From an optimization exercise on the open Yosys and OpenROAD flow, aimed at a short achievable clock period and few clock cycles; shortcuts taken in it are not production practice. Only simulation tests tie the RTL to the original design; equivalence was not proved. Power figures rest on the tool's default switching activity, not on a simulated workload.

### flow/config.mk
export PLATFORM = sky130hd
export DESIGN_NAME = lce
export DESIGN_NICKNAME = lce
export VERILOG_FILES = /design/flow/design.v
export SDC_FILE = /design/flow/constraint.sdc
export NUM_CORES = 4
export LEC_CHECK = 0
export ABC_CLOCK_PERIOD_IN_PS = 2000
export CAP_MARGIN = 20
export CORE_MARGIN = 2
export CORE_UTILIZATION = 65
export CTS_CLUSTER_DIAMETER = 200
export CTS_CLUSTER_SIZE = 40
export SLEW_MARGIN = 20
### flow/constraint.sdc
create_clock -name core_clock -period 10.0 [get_ports {clk}]
set_input_delay 2.0000 -clock core_clock [delete_from_list [all_inputs] [get_ports {clk}]]
set_output_delay 2.0000 -clock core_clock [all_outputs]
set_load 0.01 [all_outputs]
### flow/design.v
module lce #(
    parameter MAX_LEN = 64,
    parameter IDXW    = 8             
) (
    input  wire                    clk,
    input  wire                    rst,         
    input  wire                    in_valid,
    input  wire                    in_kind,     
    input  wire [15:0]             in_data,     
    output wire                    in_ready,
    output wire [7:0]              status,
    output wire [15:0]             flags,
    output wire [IDXW-1:0]         nbits,
    output wire [IDXW-1:0]         nsig,
    output wire [IDXW-1:0]         pal_start,
    output wire [IDXW-1:0]         pal_len,
    output wire [IDXW-1:0]         zr_start,
    output wire [IDXW-1:0]         zr_count,
    output wire [MAX_LEN-1:0]      bits_buf,
    output wire [4*MAX_LEN-1:0]    sig_buf
);
    localparam N  = MAX_LEN;
    localparam NS = 2*MAX_LEN;        
    localparam [1:0] LV_ZERO = 2'b00, LV_POS = 2'b01, LV_NEG = 2'b11;
    localparam [1:0] ERR_INVSEL = 2'd1, ERR_CAP = 2'd2, ERR_PRECOND = 2'd3;
    localparam [1:0] M_B8ZS = 2'd1, M_HDB3 = 2'd2, M_ZRUN = 2'd3;
    reg [N-1:0]         bits_o_q;      
    reg [2*NS-1:0]      sig_o_q;       
    reg [2*NS-1:0]      sig_c_q;       
    reg [IDXW-1:0]      nbits_q, nsig_q;
    reg [N:0]           oh_q;          
    reg                 fault_q;
    reg [1:0]           errcode_q;
    reg [2:0]           sig_scheme_q;
    reg [1:0]           sig_scr_q;
    reg                 double_q, pal_valid_q, zr_valid_q;
    reg [IDXW-1:0]      pal_start_q, pal_len_q, zr_start_q, zr_count_q;
    reg                 ready_q, busy_q;
    reg                 idle_q;        
    reg                 restore_q;     
    reg                 pend_q;        
    reg                 pendb_q;       
    reg                 pclr_q;        
    reg [N:0]           loh_q;         
    reg [IDXW-1:0]      lnb_q;         
    reg                 par_q;         
    reg [N-1:0]         bits_q;        
    reg [N-1:0]         pb_q;          
    reg [N:1]           s_q;
    reg [N-1:0]         r_q, rv_q;
    reg [N:0]           bloh_q;        
    reg                 p2_q, x2_q, p1_q, x1_q;
    reg [IDXW-1:0]      bl_q, pst_q;   
    reg [IDXW-1:0]      d_q;           
    reg [IDXW-1:0]      zas_q, zal_q, zbs_q, zbl_q;
    reg [2*N-1:0]       b8_q;
    reg [2:0]           zc8_q;
    reg                 s8_q;
    reg [IDXW-1:0]      cs8_q, b8s_q, b8l_q;
    reg [2*N-1:0]       hd_q;
    reg [1:0]           zch_q;
    reg                 och_q, sh_q;
    reg [IDXW-1:0]      csh_q, hds_q, hdl_q;
    reg                 fv_q;
    reg                 szk_q;
    reg [IDXW-1:0]      szs_q, szl_q;
    reg                 cmdc_q;        
    reg [4:0]           cmdsel_q;      
    reg                 scrf_q;        
    reg [1:0]           szcmd_q;       
    reg [1:0]           mode_q;
    reg [IDXW-1:0]      k_q;
    reg [3:0]           zc_q;
    reg                 oc_q, sp_q;
    reg [IDXW-1:0]      cur_start_q, cur_len_q;
    assign in_ready  = ready_q;
    assign status    = {4'b0, errcode_q, fault_q, busy_q};
    assign flags     = {8'b0, zr_valid_q, pal_valid_q, double_q, sig_scr_q, sig_scheme_q};
    assign nbits     = nbits_q;
    assign nsig      = nsig_q;
    assign pal_start = pal_start_q;
    assign pal_len   = pal_len_q;
    assign zr_start  = zr_start_q;
    assign zr_count  = zr_count_q;
    assign bits_buf  = bits_o_q;
    assign sig_buf   = sig_o_q;
    function [1:0] lv;                
        input pos;
        lv = pos ? LV_POS : LV_NEG;
    endfunction
    wire [3:0] grp = in_data[15:12];
    wire [3:0] sel = in_data[11:8];
    wire       imm_zero = (in_data[7:0] == 8'd0);
    wire is_nop   = imm_zero && grp == 4'd0 && sel == 4'd0;
    wire is_clrb  = imm_zero && grp == 4'd0 && sel == 4'd1;
    wire is_enc   = imm_zero && grp == 4'd2 && sel <= 4'd4;
    wire is_snone = imm_zero && grp == 4'd3 && sel == 4'd0;
    wire is_scr   = imm_zero && grp == 4'd3 && (sel == 4'd1 || sel == 4'd2);
    wire is_apal  = imm_zero && grp == 4'd4 && sel == 4'd0;
    wire is_azrun = imm_zero && grp == 4'd4 && sel == 4'd1;
    wire cmd_valid = is_nop | is_clrb | is_enc | is_snone | is_scr | is_apal | is_azrun;
    wire scr_ok    = (sig_scheme_q == 3'd4) && (sig_scr_q == 2'd0);
    wire [N:0] oh_e = pclr_q ? {{N{1'b0}}, 1'b1} : oh_q;
    wire acc      = in_valid & idle_q;
    wire acc_cmd  = acc & ~in_kind;
    wire do_push  = acc & in_kind & ~oh_e[N];
    wire do_clrb  = acc_cmd & is_clrb;
    wire do_enc   = acc_cmd & is_enc;
    wire do_scr   = acc_cmd & is_scr & scr_ok;
    wire do_scrf  = do_scr & fv_q;           
    wire do_scrs  = do_scr & ~fv_q;          
    wire do_apal  = acc_cmd & is_apal;
    wire do_azrun = acc_cmd & is_azrun;
    wire szk_now;
    wire do_azf   = do_azrun & szk_now;
    wire do_azs   = do_azrun & ~szk_now;
    wire sig_ld   = acc_cmd & (in_data[15:13] == 3'b001);
    wire sig_bad  = sig_ld & ~cmd_valid;
    wire b        = pendb_q;                 
    wire tk       = pend_q & ~pclr_q;        
    wire [N-1:0] sx  = {s_q[N-1:1], 1'b1};           
    wire [N-1:0] pm  = sx & rv_q;
    wire [N+5:0] t1x = {2'b0, pm & r_q,  3'b111};
    wire [N+5:0] t0x = {2'b0, pm & ~r_q, 3'b111};
    wire [N+5:0] rvx = {2'b0, rv_q, 3'b100};
    wire [N+5:0] rx  = {2'b0, r_q, 3'b000};
    reg [4:0] t1l, t0l, rvl, rl;
    integer k, jj;
    always @(*) begin
        for (jj = 0; jj < 5; jj = jj + 1) begin
            t1l[jj] = 1'b0; t0l[jj] = 1'b0; rvl[jj] = 1'b0; rl[jj] = 1'b0;
            for (k = 0; k <= N; k = k + 1) begin
                t1l[jj] = t1l[jj] | (bloh_q[k] & t1x[k + jj]);
                t0l[jj] = t0l[jj] | (bloh_q[k] & t0x[k + jj]);
                rvl[jj] = rvl[jj] | (bloh_q[k] & rvx[k + jj]);
                rl[jj]  = rl[jj]  | (bloh_q[k] & rx[k + jj]);
            end
        end
    end
    wire [4:0] tl   = b ? t1l : t0l;
    wire hit2 = p2_q & (x2_q == b);
    wire hit1 = bloh_q[0] | (p1_q & (x1_q == b));
    wire p2n0 = tl[1] & rvl[2], x2n0 = rl[2], p1n0 = tl[0] & rvl[1], x1n0 = bloh_q[1] ? b : rl[1];
    wire p2n1 = tl[2] & rvl[3], x2n1 = rl[3], p1n1 = tl[1] & rvl[2], x1n1 = bloh_q[0] ? b : rl[2];
    wire p2n2 = tl[3] & rvl[4], x2n2 = rl[4], p1n2 = tl[2] & rvl[3], x1n2 = rl[3];
    wire [N:1] s_new1 = {pm & r_q,  1'b1};
    wire [N:1] s_new0 = {pm & ~r_q, 1'b1};
    wire [IDXW-1:0] d_m1 = d_q - 1'b1;
    wire [IDXW-1:0] pal_len_now   = pclr_q ? 8'd0 : !pend_q ? bl_q :
                                    hit2 ? bl_q + 2'd2 : hit1 ? bl_q + 1'b1 : bl_q;
    wire [IDXW-1:0] pal_start_now = pclr_q ? 8'd0 : !pend_q ? pst_q :
                                    hit2 ? d_m1 : hit1 ? d_q : pst_q;
    wire [IDXW-1:0] zal_p1 = zal_q + 1'b1;
    wire            za_up  = tk & ~b & (zal_p1 > zbl_q);
    wire [IDXW-1:0] ami_zs_now = pclr_q ? 8'd0 : za_up ? ((zal_q == 0) ? lnb_q : zas_q) : zbs_q;
    wire [IDXW-1:0] ami_zl_now = pclr_q ? 8'd0 : za_up ? zal_p1 : zbl_q;
    wire [IDXW-1:0] b8_fs = (zc8_q > b8l_q) ? cs8_q : b8s_q;
    wire [IDXW-1:0] b8_fl = (zc8_q > b8l_q) ? {5'd0, zc8_q} : b8l_q;
    wire [IDXW-1:0] hd_fs = ({6'd0, zch_q} > hdl_q) ? csh_q : hds_q;
    wire [IDXW-1:0] hd_fl = ({6'd0, zch_q} > hdl_q) ? {6'd0, zch_q} : hdl_q;
    wire [IDXW-1:0] hd_ss = och_q ? csh_q : csh_q + 1'b1;    
    wire [IDXW-1:0] hd_sl = och_q ? 8'd3 : 8'd2;
    wire [N-1:0] pbe = tk ? ((pb_q & ~loh_q[N-1:0]) | ({N{par_q}} & loh_q[N-1:0])) : pb_q;
    wire [N-1:0] bte = tk ? ((bits_q & ~loh_q[N-1:0]) | ({N{b}} & loh_q[N-1:0])) : bits_q;
    function [2*NS-1:0] encv;        
        input [2:0]   es;
        input [N-1:0] bt, pe;
        integer j;
        begin
            for (j = 0; j < NS; j = j + 1) begin
                if (es[2]) begin                     
                    encv[2*j +: 2] = (j < N) ? {bt[j % N] & pe[j % N], bt[j % N]}
                                             : {~bt[j/2] ^ j[0], 1'b1};
                end else if (es[1]) begin            
                    encv[2*j +: 2] = {(bt[j/2] ^ (es[0] & pe[j/2])) ^ j[0], 1'b1};
                end else begin                       
                    encv[2*j +: 2] = (j < N) ? {~(bt[j % N] ^ (es[0] & pe[j % N])), 1'b1}
                                             : {~bt[j/2] ^ j[0], 1'b1};
                end
            end
        end
    endfunction
    wire [2*NS-1:0] enc_v  = encv(sel[2:0], bte, pbe);
    wire [2*NS-1:0] enc_vc = encv(cmdsel_q[2:0], bte, pbe);
    wire [2*NS-1:0] scr_vc = (scrf_q && (cmdsel_q[1] ^ cmdsel_q[0])) ?
                             {sig_c_q[2*NS-1:2*N], cmdsel_q[1] ? hd_q : b8_q} : sig_c_q;
    wire [2*NS-1:0] sig_c_next;       
    wire [2*NS-1:0] scr_v = (scr_ok && fv_q && (sel[1] ^ sel[0])) ?
                            {sig_c_next[2*NS-1:2*N], sel[1] ? hd_q : b8_q} : sig_c_next;
    wire [IDXW-1:0] sz_cs = (szcmd_q == 2'd1) ? (cmdsel_q[2] ? ami_zs_now : 8'd0) :
                            (cmdsel_q[1] ? hd_fs : b8_fs);
    wire [IDXW-1:0] sz_cl = (szcmd_q == 2'd1) ? (cmdsel_q[2] ? ami_zl_now : 8'd0) :
                            (cmdsel_q[1] ? hd_fl : b8_fl);
    assign szk_now = (szcmd_q != 2'd0) | szk_q;
    wire [IDXW-1:0] szs_now = (szcmd_q != 2'd0) ? sz_cs : szs_q;
    wire [IDXW-1:0] szl_now = (szcmd_q != 2'd0) ? sz_cl : szl_q;
    wire [1:0]  e0     = sig_c_q[1:0];
    wire        act    = (k_q < nsig_q);
    wire [3:0]  zc_inc = (e0 == LV_ZERO) ? zc_q + 4'd1 : 4'd0;
    reg [2*NS-1:0] rot_t;
    reg         sub8, subh, subhb;
    always @(*) begin
        sub8  = act && (mode_q == M_B8ZS) && (zc_inc == 4'd8);
        subh  = act && (mode_q == M_HDB3) && (e0 == LV_ZERO) && (zc_inc == 4'd4);
        subhb = subh && !oc_q;
        rot_t = sig_c_q;
        if (sub8) begin
            rot_t[1:0]     = lv(~sp_q);
            rot_t[253:252] = lv(sp_q);
        end
        if (subh) rot_t[1:0] = lv(sp_q);
        if (subhb) rot_t[251:250] = lv(sp_q);
    end
    wire slow_run = (mode_q != 2'd0);
    assign sig_c_next = slow_run ? {rot_t[1:0], rot_t[2*NS-1:2]} :
                        cmdc_q ? (cmdsel_q[4] ? scr_vc : enc_vc) : sig_c_q;
    wire            zs_up   = act && (e0 == LV_ZERO) && (cur_len_q + 1'b1 > szl_q);
    wire [IDXW-1:0] zscan_s = zs_up ? ((cur_len_q == 0) ? k_q : cur_start_q) : szs_q;
    wire [IDXW-1:0] zscan_l = zs_up ? cur_len_q + 1'b1 : szl_q;
    wire slow_end = slow_run && (k_q == NS - 1);
    integer i;
    always @(posedge clk) begin
        sig_o_q <= sig_ld ? (in_data[12] ? scr_v : enc_v) : sig_c_next;
        sig_c_q <= sig_c_next;
        for (i = 0; i < N; i = i + 1)
            bits_o_q[i] <= (do_push && oh_e[i]) ? in_data[0] : bte[i];
        if (tk) begin
            r_q <= {r_q[N-2:0], b};
            s_q <= b ? s_new1 : s_new0;
        end
        for (i = 0; i < N; i = i + 1) begin
            if (tk && loh_q[i]) begin
                bits_q[i] <= b;
                pb_q[i]   <= par_q;
                b8_q[2*i +: 2] <= b ? {par_q, 1'b1} : (zc8_q == 3'd7) ? {s8_q, 1'b1} : LV_ZERO;
                hd_q[2*i +: 2] <= b ? {par_q, 1'b1} : (zch_q == 2'd3) ? {~sh_q, 1'b1} : LV_ZERO;
            end
            if (i + 2 <= N)
                if (tk && loh_q[i+2] && !b && zc8_q == 3'd7)
                    b8_q[2*i +: 2] <= {~s8_q, 1'b1};
            if (i + 3 <= N)
                if (tk && loh_q[i+3] && !b && zch_q == 2'd3 && !och_q)
                    hd_q[2*i +: 2] <= {~sh_q, 1'b1};
        end
    end
    always @(posedge clk) begin
        if (rst || pclr_q) begin
            loh_q        <= 1;
            lnb_q        <= 0;
            par_q        <= 1'b0;
            rv_q         <= 0;
            bloh_q       <= 1;
            p2_q         <= 1'b0;
            x2_q         <= 1'b0;
            p1_q         <= 1'b0;
            x1_q         <= 1'b0;
            bl_q         <= 0;
            pst_q        <= 0;
            d_q          <= 0;
            zas_q        <= 0;
            zal_q        <= 0;
            zbs_q        <= 0;
            zbl_q        <= 0;
            zc8_q        <= 3'd0;
            s8_q         <= 1'b1;
            cs8_q        <= 0;
            b8s_q        <= 0;
            b8l_q        <= 0;
            zch_q        <= 2'd0;
            och_q        <= 1'b0;
            sh_q         <= 1'b1;
            csh_q        <= 0;
            hds_q        <= 0;
            hdl_q        <= 0;
        end else if (pend_q) begin
            lnb_q <= lnb_q + 1'b1;
            loh_q <= {loh_q[N-1:0], 1'b0};
            par_q <= par_q ^ b;
            rv_q  <= {rv_q[N-2:0], 1'b1};
            if (hit2) begin
                p2_q <= p2n2; x2_q <= x2n2; p1_q <= p1n2; x1_q <= x1n2;
            end else if (hit1) begin
                p2_q <= p2n1; x2_q <= x2n1; p1_q <= p1n1; x1_q <= x1n1;
            end else begin
                p2_q <= p2n0; x2_q <= x2n0; p1_q <= p1n0; x1_q <= x1n0;
            end
            if (hit2) begin
                bl_q   <= bl_q + 2'd2;
                bloh_q <= {bloh_q[N-2:0], 2'b0};
                pst_q  <= d_m1;
                d_q    <= d_m1;
            end else if (hit1) begin
                bl_q   <= bl_q + 1'b1;
                bloh_q <= {bloh_q[N-1:0], 1'b0};
                pst_q  <= d_q;
            end else begin
                d_q    <= d_q + 1'b1;
            end
            if (b) begin
                zal_q <= 0;
            end else begin
                if (zal_q == 0) zas_q <= lnb_q;
                zal_q <= zal_p1;
                if (za_up) begin
                    zbl_q <= zal_p1;
                    zbs_q <= (zal_q == 0) ? lnb_q : zas_q;
                end
            end
            if (b) begin
                if ({5'd0, zc8_q} > b8l_q) begin
                    b8s_q <= cs8_q;
                    b8l_q <= {5'd0, zc8_q};
                end
                zc8_q <= 3'd0;
            end else if (zc8_q == 3'd7) begin
                if (b8l_q < 8'd5) begin
                    b8s_q <= cs8_q;
                    b8l_q <= 8'd5;
                end
                s8_q  <= ~s8_q;
                zc8_q <= 3'd0;
            end else begin
                if (zc8_q == 3'd0) cs8_q <= lnb_q;
                zc8_q <= zc8_q + 1'b1;
            end
            if (b) begin
                if ({6'd0, zch_q} > hdl_q) begin
                    hds_q <= csh_q;
                    hdl_q <= {6'd0, zch_q};
                end
                och_q <= ~och_q;
                zch_q <= 2'd0;
            end else if (zch_q == 2'd3) begin
                if (hd_sl > hdl_q) begin
                    hds_q <= hd_ss;
                    hdl_q <= hd_sl;
                end
                sh_q  <= ~sh_q;
                och_q <= 1'b0;
                zch_q <= 2'd0;
            end else begin
                if (zch_q == 2'd0) csh_q <= lnb_q;
                zch_q <= zch_q + 1'b1;
            end
        end
    end
    reg ready_d, fault_d;
    always @(*) begin
        ready_d = ready_q;
        if (restore_q) ready_d = 1'b1;
        if (sig_bad | do_scrs | do_azs) ready_d = 1'b0;
        if (slow_end) ready_d = 1'b1;
        fault_d = fault_q | (acc & in_kind & oh_e[N]) |
                  (acc_cmd & (!cmd_valid | (is_scr & !scr_ok)));
    end
    always @(posedge clk) begin
        if (rst) begin
            ready_q      <= 1'b1;
            idle_q       <= 1'b1;
            busy_q       <= 1'b0;
            restore_q    <= 1'b0;
            pend_q       <= 1'b0;
            pendb_q      <= 1'b0;
            pclr_q       <= 1'b0;
            nbits_q      <= 0;
            oh_q         <= 1;
            nsig_q       <= 0;
            fault_q      <= 1'b0;
            errcode_q    <= 2'd0;
            sig_scheme_q <= 3'd7;
            sig_scr_q    <= 2'd0;
            double_q     <= 1'b0;
            pal_valid_q  <= 1'b0;
            zr_valid_q   <= 1'b0;
            pal_start_q  <= 0;
            pal_len_q    <= 0;
            zr_start_q   <= 0;
            zr_count_q   <= 0;
            fv_q         <= 1'b0;
            szk_q        <= 1'b1;
            szs_q        <= 0;
            szl_q        <= 0;
            cmdc_q       <= 1'b0;
            cmdsel_q     <= 5'd0;
            scrf_q       <= 1'b0;
            szcmd_q      <= 2'd0;
            mode_q       <= 2'd0;
            k_q          <= 0;
            zc_q         <= 4'd0;
            oc_q         <= 1'b0;
            sp_q         <= 1'b1;
            cur_start_q  <= 0;
            cur_len_q    <= 0;
        end else begin
            idle_q  <= ready_d & ~fault_d;
            cmdc_q   <= sig_ld & cmd_valid;
            cmdsel_q <= in_data[12:8];
            scrf_q   <= scr_ok & fv_q;
            szcmd_q  <= do_enc ? 2'd1 : do_scrf ? 2'd2 : 2'd0;
            pal_len_q   <= pal_len_now;
            pal_start_q <= pal_start_now;
            if (szcmd_q != 2'd0) begin
                szk_q <= 1'b1;
                szs_q <= sz_cs;
                szl_q <= sz_cl;
            end
            zr_start_q <= (mode_q == M_ZRUN) ? zscan_s : szs_now;
            zr_count_q <= (mode_q == M_ZRUN) ? zscan_l : szl_now;
            pend_q  <= do_push;
            pendb_q <= in_data[0];
            pclr_q  <= do_clrb;
            if (restore_q) begin
                restore_q <= 1'b0;
                ready_q   <= 1'b1;
                busy_q    <= 1'b0;
            end
            if (sig_bad) begin
                restore_q <= 1'b1;
                ready_q   <= 1'b0;
                busy_q    <= 1'b1;
            end
            if (acc & in_kind & oh_e[N]) begin
                fault_q   <= 1'b1;
                errcode_q <= ERR_CAP;
            end
            oh_q <= do_push ? {oh_e[N-1:0], 1'b0} : oh_e;
            if (do_push) begin
                nbits_q     <= nbits_q + 1'b1;
                pal_valid_q <= 1'b0;
                fv_q        <= 1'b0;
            end
            if (acc_cmd) begin
                if (!cmd_valid) begin
                    fault_q   <= 1'b1;
                    errcode_q <= ERR_INVSEL;
                end else if (is_scr && !scr_ok) begin
                    fault_q   <= 1'b1;
                    errcode_q <= ERR_PRECOND;
                end
            end
            if (do_clrb) begin
                nbits_q     <= 0;
                pal_valid_q <= 1'b0;
                fv_q        <= 1'b0;
            end
            if (do_enc) begin
                nsig_q       <= sel[1] && !sel[2] ? {nbits_q[IDXW-2:0], 1'b0} : nbits_q;
                sig_scheme_q <= sel[2:0];
                sig_scr_q    <= 2'd0;
                double_q     <= sel[1] && !sel[2];
                zr_valid_q   <= 1'b0;
                fv_q         <= sel[2];
            end
            if (do_scrf) begin
                sig_scr_q  <= sel[1] ? 2'd2 : 2'd1;
                zr_valid_q <= 1'b0;
                fv_q       <= 1'b0;
            end
            if (do_scrs) begin
                mode_q  <= sel[1] ? M_HDB3 : M_B8ZS;
                ready_q <= 1'b0;
                busy_q  <= 1'b1;
                k_q     <= 0;
                zc_q    <= 4'd0;
                oc_q    <= 1'b0;
                sp_q    <= 1'b1;
            end
            if (do_apal)
                pal_valid_q <= 1'b1;
            if (do_azf)
                zr_valid_q <= 1'b1;
            if (do_azs) begin
                mode_q      <= M_ZRUN;
                ready_q     <= 1'b0;
                busy_q      <= 1'b1;
                k_q         <= 0;
                szk_q       <= 1'b0;
                szs_q       <= 0;
                szl_q       <= 0;
                cur_start_q <= 0;
                cur_len_q   <= 0;
            end
            if (slow_run) begin
                k_q <= k_q + 1'b1;
                case (mode_q)
                M_B8ZS: if (act) zc_q <= sub8 ? 4'd0 : zc_inc;
                M_HDB3: if (act) begin
                    if (e0 != LV_ZERO) begin
                        oc_q <= ~oc_q;
                        zc_q <= 4'd0;
                    end else if (subh) begin
                        oc_q <= 1'b0;
                        zc_q <= 4'd0;
                    end else begin
                        zc_q <= zc_inc;
                    end
                end
                default: if (act) begin
                    if (e0 == LV_ZERO) begin
                        if (cur_len_q == 0)
                            cur_start_q <= k_q;
                        cur_len_q <= cur_len_q + 1'b1;
                        szs_q <= zscan_s;
                        szl_q <= zscan_l;
                    end else begin
                        cur_len_q <= 0;
                    end
                end
                endcase
                if (sub8 || subh) sp_q <= ~sp_q;
                if (slow_end) begin
                    mode_q  <= 2'd0;
                    ready_q <= 1'b1;
                    busy_q  <= 1'b0;
                    if (mode_q == M_ZRUN) begin
                        zr_valid_q <= 1'b1;
                        szk_q      <= 1'b1;
                    end else begin
                        sig_scr_q  <= (mode_q == M_HDB3) ? 2'd2 : 2'd1;
                        zr_valid_q <= 1'b0;
                        szk_q      <= 1'b0;
                    end
                end
            end
        end
    end
endmodule
### flow/flow/run.sh
#!/bin/bash
# Standard layout, with timing repair aimed well below the clock period.
set -o pipefail
bash standard.sh SETUP_SLACK_MARGIN=7.0 TNS_END_PERCENT=100 finish > standard_flow.log 2>&1
### flow/standard.sh
#!/bin/bash
# synth_recipe.tcl (not shown) runs the flow's synth.tcl, then flattens the netlist and writes it again
# the make line also repeats each setting of config.mk as NAME=value (left out here)
make -C /OpenROAD-flow-scripts/flow DESIGN_CONFIG=/design/flow/config.mk WORK_HOME=/design/flow/orfs CLKGATE_MAP_FILE= SYNTH_SCRIPT=/design/flow/synth_recipe.tcl "${@:-finish}"
==> results.txt, run 1 <==
CTS max path bufs = 3
Die H = 356.6 µm
Cts hold-fix bufs = 0
Starting Density = 65.43%
CTS Sinks = 1573
Placed Cells = 10.64k
Chip width = 356.6 µm
PortBufs = 400
Avg Synthesized Cell Area = 8.743 µm²
Top-count cell post-synth = nand2_1
Synth top cells by count = nand2_1 (1283), dfxtp_1 (1188), nor2_1 (825)
FF+latch count, synth = 1573
DP HPWL = 250600 µm
Vias in the first global route = 96.67k
Post-Syn Area = 80790 µm²
Synth area leader = dfxtp_1
Synth top area share = 29.44%
All-Layer GR Usage = 78.01%
First-pass GRT wire length = 721300 µm
Error = [ERROR GRT-0116] Global routing finished with congestion. Check the congestion regions in the DRC Viewer.
Async SR Flop Fraction = 0%
Row cnt = 129
CTS Buf Count = 45
IO Count = 413
Top cells by area, synth = dfxtp_1 (29%), edfxtp_1 (14%), nand2_1 (6.0%)
Cell count after synthesis = 9241
H-Tree Level Count = 2
Status = aborted with a tool error
Yosys cell types = 113
Largest net degree at the start of global routing = 135
Fail Step = global routing (5_1_grt)
Main synth FF type = dfxtp_1
Root Buffer = clkbuf_16
Register area share after synthesis = 43.75%
Congestion Overflow GR = 12
Yosys warns = 1
Number of enable flip-flop cells after synthesis = 385
GP Congestion = 1.114
## metal layers
metal,GRT usage (%),GRT overflow
met5,43.04,0
met4,73.24,8
met3,65.61,3
met2,92.02,1
met1,79.08,0
## what timing repair did
action | in CTS
buffers inserted | 208
endpoints found under the setup margin | 1639
gates resized for setup | 2788
pin swaps | 120
endpoints found under the hold margin | 0
cloned | 83
## power groups by stage
stage / clock (mW) / combinational [mW] / sequential (mW)
detailed placement: 0 / 1.24 / 7.05
CTS: 2.86 / 1.36 / 6.90
global placement: 0 / 1.21 / 7.04
floorplan: 0 / 0.702 / 6.99
## through the flow
stage / hold slack (ps) / setup slack, ps / cell area, µm² / util (%)
floorplan: 420.9 / 6117 / 82430 / -
global placement: 441.7 / 4265 / 86080 / 69.71
detailed placement: 448.8 / 4162 / 86090 / 69.72
CTS: 470.2 / 6683 / 93930 / 76.07
## how the worst max path moves through the flow
stage / start / to
3_3_place_gp: in_valid / sig_o_q[23]
3_5_place_dp: in_valid / sig_o_q[9]
4_1_cts: sig_o_q[109] / sig_buf[109]
2_1_floorplan: in_data[9] / sig_o_q[26]
## logic make-up after synthesis
logic type      after synthesis  share of synthesized area [%]
flops                      1573                          43.75
compound gates             2707                          22.95
mux                         595                          7.666
other cells                   1                       0.004641
buf+inv                    1016                          5.110
xor+xnor                    194                          2.103
simple gates               3100                          17.57
fa+ha+maj                    55                         0.8517
Testbench counts, summed over its fixed seeds: cycles 16,628.
==> run 2, diff against run 1 <==
--- a/flow/config.mk
+++ b/flow/config.mk
@@ -8,7 +8,5 @@
 export ABC_CLOCK_PERIOD_IN_PS = 2000
 export CAP_MARGIN = 20
 export CORE_MARGIN = 2
-export CORE_UTILIZATION = 65
-export CTS_CLUSTER_DIAMETER = 200
-export CTS_CLUSTER_SIZE = 40
+export CORE_UTILIZATION = 40
 export SLEW_MARGIN = 20
==> results.txt, run 2 <==
Status = finished clean
Residual DRC = 0
Share of cells above drive strength 1 = 26.15%
Yosys cell types = 113 (unchanged)
Total wire length = 454200 µm
Pre-CTS setup slack = 4470 ps (+309.0 ps)
Largest delay contributor family on the critical path = flip-flops
Area delta synth->final = 27.64%
Synth top cells by count = nand2_1 (1283), dfxtp_1 (1188), nor2_1 (825)
NumNets Final = 9692
CTS max path bufs = 3 (unchanged)
Top Registers = sig_c_q: 256 flops, sig_o_q: 256 flops
Cell count after synthesis = 9241 (unchanged)
Number of enable flip-flop cells after synthesis = 385 (unchanged)
Placed Cells = 11.66k (+9.6%)
Largest net degree at the start of global routing = 162
Sum Neg Setup Slack = 0 ps
Starting Density = 40.34% (-25 points)
First-pass GRT wire length = 601900 µm
CP Launch Type = register
Remaining antenna violation count = 0
Fmax = 285.2 MHz
Synth area leader = dfxtp_1
Worst slew margin = 16.43%
Hold path startpoint = sig_c_q[132]
Async SR Flop Fraction = 0% (unchanged)
Clock transition at path regs = 60 ps
DRT iter0 DRCs = 16.23k
Unrepaired setup endpoints after global routing = true
Synth top area share = 29.44% (unchanged)
Post-route cell area = 103100 µm²
GP Congestion = 1.065 (-4.4%)
Min Tclk post-route = 3506 ps
Post-route insts no fill = 12.45k
Worst Setup SP = sig_o_q[249]
PortBufs = 400 (unchanged)
Final hold vios = 0
Yosys warns = 1 (unchanged)
IO Count = 413 (unchanged)
CTS Buf Count = 178 (+300%)
Vias = 86.24k
Worst Hold Class = register to register
Post-DR vias/cell = 6.927
Chip width = 453.4 µm (+27%)
H-Tree Level Count = 4 (+2)
Avg Synthesized Cell Area = 8.743 µm² (unchanged)
Worst Setup End Kind = output port
CTS Sinks = 1573 (unchanged)
Buf+Inv Stages, Crit Path = 1
Root Buffer = clkbuf_16
Post-Syn Area = 80790 µm² (unchanged)
All-Layer GR Usage = 40.59%
Crit-path max FO = 1
Initial antenna violation count = 44
Top cells by area, synth = dfxtp_1 (29%), edfxtp_1 (14%), nand2_1 (6.0%)
FF+latch count, synth = 1573 (unchanged)
Leakage = 39.53 nW
Main synth FF type = dfxtp_1
Worst-Margin Slew = 1253 ps
Routed len/inst = 36.48 µm
Data arrival time of the worst path = 1510 ps
CP Class = register to output port
Power per cell area = 150.4 nW/µm²
RR Startpoint = r_q[14]
Congestion Overflow GR = 0
CP Cell Sequence = buf_6
Max Cap Viol = 0
Row cnt = 164 (+27%)
Fill count = 18.17k
Max Clock Skew = 73.79 ps
Hold WS = 468.1 ps
Crit-path max cell delay = 490 ps
Vias in the first global route = 77.80k
Die ar. = 205600 µm²
Clock latency on the worst-skew pair = 880 ps
CTS tree = done
Die H = 453.4 µm (+27%)
Core Footprint = 200300 µm²
Register area share after synthesis = 43.75% (unchanged)
CP max-delay cell = dfxtp_4
Tcrit/Tclk final = 35.06%
Peak VDD IR = 0.1908 mV
DP HPWL = 269900 µm (+7.7%)
TritonRoute pass-1 iters = 15
Area of placed instances = 87400 µm² (+1.5%)
Final Max Tran Viols = 0
Commonest non-fill, non-tap cell in the layout = nand2_1
Worst path required time = 8000 ps
Setup Viol. Count Final = 0
Min setup slack post-route = 6494 ps
Most frequent cells in the layout = nand2_1 (1190), dfxtp_1 (834), nor2_1 (794), a21oi_1 (527), mux2i_1 (407)
Top-count cell post-synth = nand2_1
Cts hold-fix bufs = 0 (unchanged)
[run 2: cell counts after synthesis]
Identical to the previous run, type by type.
[run 2: what timing repair did]
| action | in CTS | in global routing |
|---|---|---|
| resized for setup | 2638 | 529 |
| pin swaps | 50 | 130 |
| setup buffers | 203 | 131 |
| setup endpoints to repair | 1788 | 845 |
| gates cloned | 51 | 50 |
[run 2: area by class of cell]
type	count	area, µm²	area share (%)
repair buffers	1039	12040	11.68
inverters	141	599.3	0.5811
multi-input cells	6682	44780	43.42
repair inverters	2	20.02	0.01941
clock buffers	253	5264	5.104
well taps	2656	3323	3.222
clock inverters	76	948.4	0.9196
flip-flops and latches	1573	36080	34.98
diodes	29	72.57	0.07037
[run 2: per-layer routing]
metal / up-vias / global-route usage, % / wire length (µm)
li1: 34570 / - / -
met1: 41890 / 53.27 / 169700
met2: 7729 / 53.96 / 171400
met3: 2020 / 18.33 / 77180
met4: 38 / 23.98 / 34980
met5: - / 0.3265 / 1014
[run 2: final timing paths]
kind,end,slack (ps),depth (start not counted)
worst min register to register,sig_c_q[130],470,2
worst min-delay path,sig_c_q[130],470,2
worst max register to register,p2_q,6820,8
worst max-delay path,sig_buf[249],6490,1
[run 2: worst register-to-register path, stage by stage, from the launching register on]
cell and delay [ps]:
edfxtp_1 700, and3b_1 350, a22o_1 240, a221oi_1 320
nand3_1 120, nor4_1 300, nand4_1 570, nand3_1 400
a21oi_2 80
[run 2: stage by stage]
step           power [mW]  utilization (%)
5_1_grt             15.80            51.46
2_1_floorplan       7.691                -
3_3_place_gp        8.325            43.63
6_report            15.51            51.49
4_1_cts             15.33            49.32
3_5_place_dp        8.335            43.64
[run 2: logic make-up after synthesis]
group,count (synthesis),share of synthesized area [%]
flops,1573,43.75
xor+xnor,194,2.103
fa+ha+maj,55,0.8517
simple gates,3100,17.57
buf+inv,1016,5.110
other cells,1,0.004641
mux,595,7.666
compound gates,2707,22.95
[run 2: power by group]
group | switching (mW) | internal [mW]
sequential | 0.247 | 6.72
combinational | 0.966 | 0.560
clock | 2.94 | 4.08
total | 4.15 | 11.4
==> run 3, diff against run 2 <==
==> flow/flow/run.sh (replaced) <==
#!/bin/bash
# Standard layout, with timing repair aimed well below the clock period; after
# placement each output port buffer is moved beside the register driving it.
set -eo pipefail
ARGS=(SETUP_SLACK_MARGIN=7.0 TNS_END_PERCENT=100)
bash standard.sh "${ARGS[@]}" place > standard_flow_place.log 2>&1
RESULTS=$PWD/orfs/results/sky130hd/lce/base openroad -no_init -exit flow/place_obuf.tcl > place_obuf.log 2>&1
bash standard.sh "${ARGS[@]}" finish > standard_flow.log 2>&1
==> flow/flow/move_obuf.tcl (new file) <==
# Move each output port's buffer next to the cell that drives it, so the
# strong port buffer (not the register) drives the long wire to the pin.
set block [ord::get_db_block]
set moved 0
foreach bterm [$block getBTerms] {
  if { [$bterm getIoType] != "OUTPUT" } { continue }
  set net [$bterm getNet]
  if { $net == "NULL" } { continue }
  set drv ""
  foreach it [$net getITerms] { if { [$it isOutputSignal] } { set drv $it } }
  if { $drv == "" } { continue }
  set buf [$drv getInst]
  set src ""
  foreach it [$buf getITerms] {
    if { [$it isInputSignal] } {
      set n2 [$it getNet]
      if { $n2 != "NULL" } {
        foreach it2 [$n2 getITerms] { if { [$it2 isOutputSignal] } { set src [$it2 getInst] } }
      }
    }
  }
  if { $src == "" } { continue }
  lassign [$src getLocation] x y
  $buf setLocation $x $y
  $buf setPlacementStatus PLACED
  incr moved
}
puts "moved $moved output buffers"
==> flow/flow/place_obuf.tcl (new file) <==
# After placement: put each output port's buffer beside the register that
# drives it, then legalize. The pins stay where the standard flow put them.
set res $::env(RESULTS)
read_db $res/3_place.odb
source [file join [file dirname [info script]] move_obuf.tcl]
detailed_placement
check_placement
write_db $res/3_place.odb
==> results.txt, run 3 <==
Post-Syn Area = 80790 µm² (unchanged)
Routed len/inst = 37.27 µm (+2.2%)
Congestion Overflow GR = 0 (unchanged)
Area delta synth->final = 29.66%
Synth top area share = 29.44% (unchanged)
Initial antenna violation count = 39 (-11%)
Commonest non-fill, non-tap cell in the layout = nand2_1
Max Cap Viol = 0 (unchanged)
Clock transition at path regs = 60 ps (about the same)
GP Congestion = 1.065 (unchanged)
Final hold vios = 0 (unchanged)
Met1 Use GR = 53.15% (-0.12 points)
Final Max Tran Viols = 0 (unchanged)
NumNets Final = 9716 (+0.25%)
DRT iter0 DRCs = 15.09k (-7.0%)
Peak VDD IR = 0.1922 mV (+0.74%)
Worst slew margin = 16.47% (+0.031 points)
Worst Setup End Kind = output port
Chip width = 453.4 µm (unchanged)
Leakage = 40.27 nW (+1.9%)
Worst Setup SP = sig_o_q[251]
GR Util met3 = 21.45% (+3.1 points)
Yosys cell types = 113 (unchanged)
FF+latch count, synth = 1573 (unchanged)
Row cnt = 164 (unchanged)
Tcrit/Tclk final = 34.03% (-1.0 points)
IO Count = 413 (unchanged)
All-Layer GR Usage = 41.58% (+1.0 points)
Top Registers = sig_c_q: 256 flops, sig_o_q: 256 flops
Unrepaired setup endpoints after global routing = true
Max Clock Skew = 56.32 ps (-17.47 ps)
Starting Density = 40.34% (unchanged)
Vias in the first global route = 78.47k (+0.86%)
CTS Buf Count = 180 (+1.1%)
First-pass GRT wire length = 616100 µm (+2.4%)
RR Startpoint = cmdc_q
CP Cell Sequence = buf_12
DP HPWL = 269900 µm (unchanged)
Post-route insts no fill = 12.48k (+0.23%)
CP max-delay cell = dfxtp_2
Grt met2 use = 54.65% (+0.69 points)
Top cells by area, synth = dfxtp_1 (29%), edfxtp_1 (14%), nand2_1 (6.0%)
Post-DR vias/cell = 6.965 (+0.55%)
CP Launch Type = register
Setup Viol. Count Final = 0 (unchanged)
Status = finished clean
Buf+Inv Stages, Crit Path = 1 (unchanged)
Yosys warns = 1 (unchanged)
Min Tclk post-route = 3403 ps (-103.2 ps)
Share of cells above drive strength 1 = 27.72% (+1.6 points)
Post-route cell area = 104800 µm² (+1.6%)
Largest net degree at the start of global routing = 162 (unchanged)
Hold path startpoint = b8_q[62]
CP Class = register to output port
Synth top cells by count = nand2_1 (1283), dfxtp_1 (1188), nor2_1 (825)
Die ar. = 205600 µm² (unchanged)
Synth area leader = dfxtp_1
Crit-path max cell delay = 350 ps (-140 ps)
Root Buffer = clkbuf_16
H-Tree Level Count = 4 (unchanged)
Clock latency on the worst-skew pair = 890 ps (about the same)
Worst-Margin Slew = 1253 ps (-0.4622 ps)
Total wire length = 465100 µm (+2.4%)
Remaining antenna violation count = 0 (unchanged)
Cell count after synthesis = 9241 (unchanged)
Top-count cell post-synth = nand2_1
Register area share after synthesis = 43.75% (unchanged)
Tot Pwr = 15.62 mW (+0.70%)
Main synth FF type = dfxtp_1
Sum Neg Setup Slack = 0 ps (unchanged)
Power per cell area = 149.1 nW/µm² (-0.86%)
PortBufs = 400 (unchanged)
Fmax = 293.8 MHz (+3.0%)
Die H = 453.4 µm (unchanged)
Most frequent cells in the layout = nand2_1 (1182), nor2_1 (791), dfxtp_1 (791), a21oi_1 (521), mux2i_1 (405)
CTS tree = done
CTS max path bufs = 3 (unchanged)
Async SR Flop Fraction = 0% (unchanged)
Vias = 86.92k (+0.78%)
Data arrival time of the worst path = 1400 ps (-110 ps)
CTS Sinks = 1573 (unchanged)
Fill count = 17.89k (-1.6%)
Number of enable flip-flop cells after synthesis = 385 (unchanged)
Largest delay contributor family on the critical path = flip-flops
Worst Hold Class = register to register
Worst path required time = 8000 ps (about the same)
Crit-path max FO = 1 (unchanged)
Residual DRC = 0 (unchanged)
Avg Synthesized Cell Area = 8.743 µm² (unchanged)
Cts hold-fix bufs = 0 (unchanged)
Placed Cells = 11.66k (unchanged)
TritonRoute pass-1 iters = 14 (-1)
Area of placed instances = 87400 µm² (unchanged)
Most Used Layer, Global Route = met2
Core Footprint = 200300 µm² (unchanged)
-- run 3: worst register-to-register path: stages, from the launching register on --
cell and delay, ps:
dfxtp_1 320, buf_6 370, inv_1 390, nor2_4 360
buf_4 390, nand2_2 390, a311oi_1 330, o21ai_0 160
a22o_1 240, o21a_1 200
-- run 3: cell type report --
| type | count | area, µm² | area share, % |
|---|---|---|---|
| Clock buffer | 262 | 5418 | 5.172 |
| Sequential cell | 1573 | 35900 | 34.27 |
| Timing Repair inverter | 2 | 20.02 | 0.01911 |
| Timing Repair Buffer | 1063 | 13240 | 12.64 |
| Antenna cell | 26 | 65.06 | 0.06211 |
| Inverter | 141 | 610.6 | 0.5829 |
| Clock inverter | 77 | 820.8 | 0.7835 |
| Tap cell | 2656 | 3323 | 3.172 |
| Multi-Input combinational cell | 6680 | 45360 | 43.30 |
-- run 3: cells by family after synthesis --
logic type      after synthesis  share of synthesized area, %
simple gates               3100                         17.57
compound gates             2707                         22.95
flops                      1573                         43.75
buf+inv                    1016                         5.110
mux                         595                         7.666
xor+xnor                    194                         2.103
fa+ha+maj                    55                        0.8517
other cells                   1                      0.004641
-- run 3: layer usage --
metal / vias up / wire length [µm]
met3: 2262 / 83290
met1: 42290 / 170900
met4: 32 / 37740
met5: - / 818
li1: 34690 / -
met2: 7649 / 172400
-- run 3: path summary, 6_finish.rpt --
path                        to  slack (ps)  cells past startpoint
setup / recovery  sig_buf[251]        6600                      1
hold / removal        b8_q[62]         470                      2
setup reg to reg  sig_o_q[125]        6770                      9
hold reg to reg       b8_q[62]         470                      2
-- run 3: timing repair --
item	4_1_cts	5_1_grt
setup buffers	212	123
pin swaps	71	173
resized for setup	2998	594
setup endpoints to repair	1785	991
gates cloned	71	51
-- run 3: power by group --
group | total (mW) | switching [mW] | leakage [nW] | internal, mW
combinational | 1.69 | 1.07 | 24.1 | 0.620
sequential | 6.93 | 0.194 | 13.1 | 6.73
clock | 7.00 | 2.96 | 3.07 | 4.04
-- run 3: through the flow --
stage	utilization, %	worst slack (ps)	hold slack, ps
after floorplan	-	6117	420.9
after global placement	43.63	4512	442.6
after detailed placement	43.64	4470	459.9
after CTS	49.92	6610	471.9
after global routing	52.28	6603	493.7
final	52.31	6597	471.2

-- afterwards: timing with drivers on the ports --
The flow's constraints put no driver on any port. The routed layouts listed below were extracted and timed again, unchanged, in two steps.
Step 1 assumes that a clkbuf_16 drives the clock port and a buf_2 every other input.
Step 2 adds t to the input delays and takes it off the output delays; t is the mean of the earliest and latest rising clock arrival at the registers after step 1. Input paths then give back, and output paths get back, about the clock's delay inside the block.
Three values: no drivers, after step 1, after step 2; two values: the first two.
run | t, ns | slack for setup (ns) | clock arrival spread, ns
run 2 | 0.942 | 6.494 / 6.404 / 5.760 | 0.089 / 0.088
run 3 | 0.950 | 6.597 / 6.502 / 5.678 | 0.063 / 0.063
After both steps setup and hold are still met in every run listed. The setup slack of run 3, which loses most, moves by -0.095 ns with the drivers and by -0.919 ns with both steps.
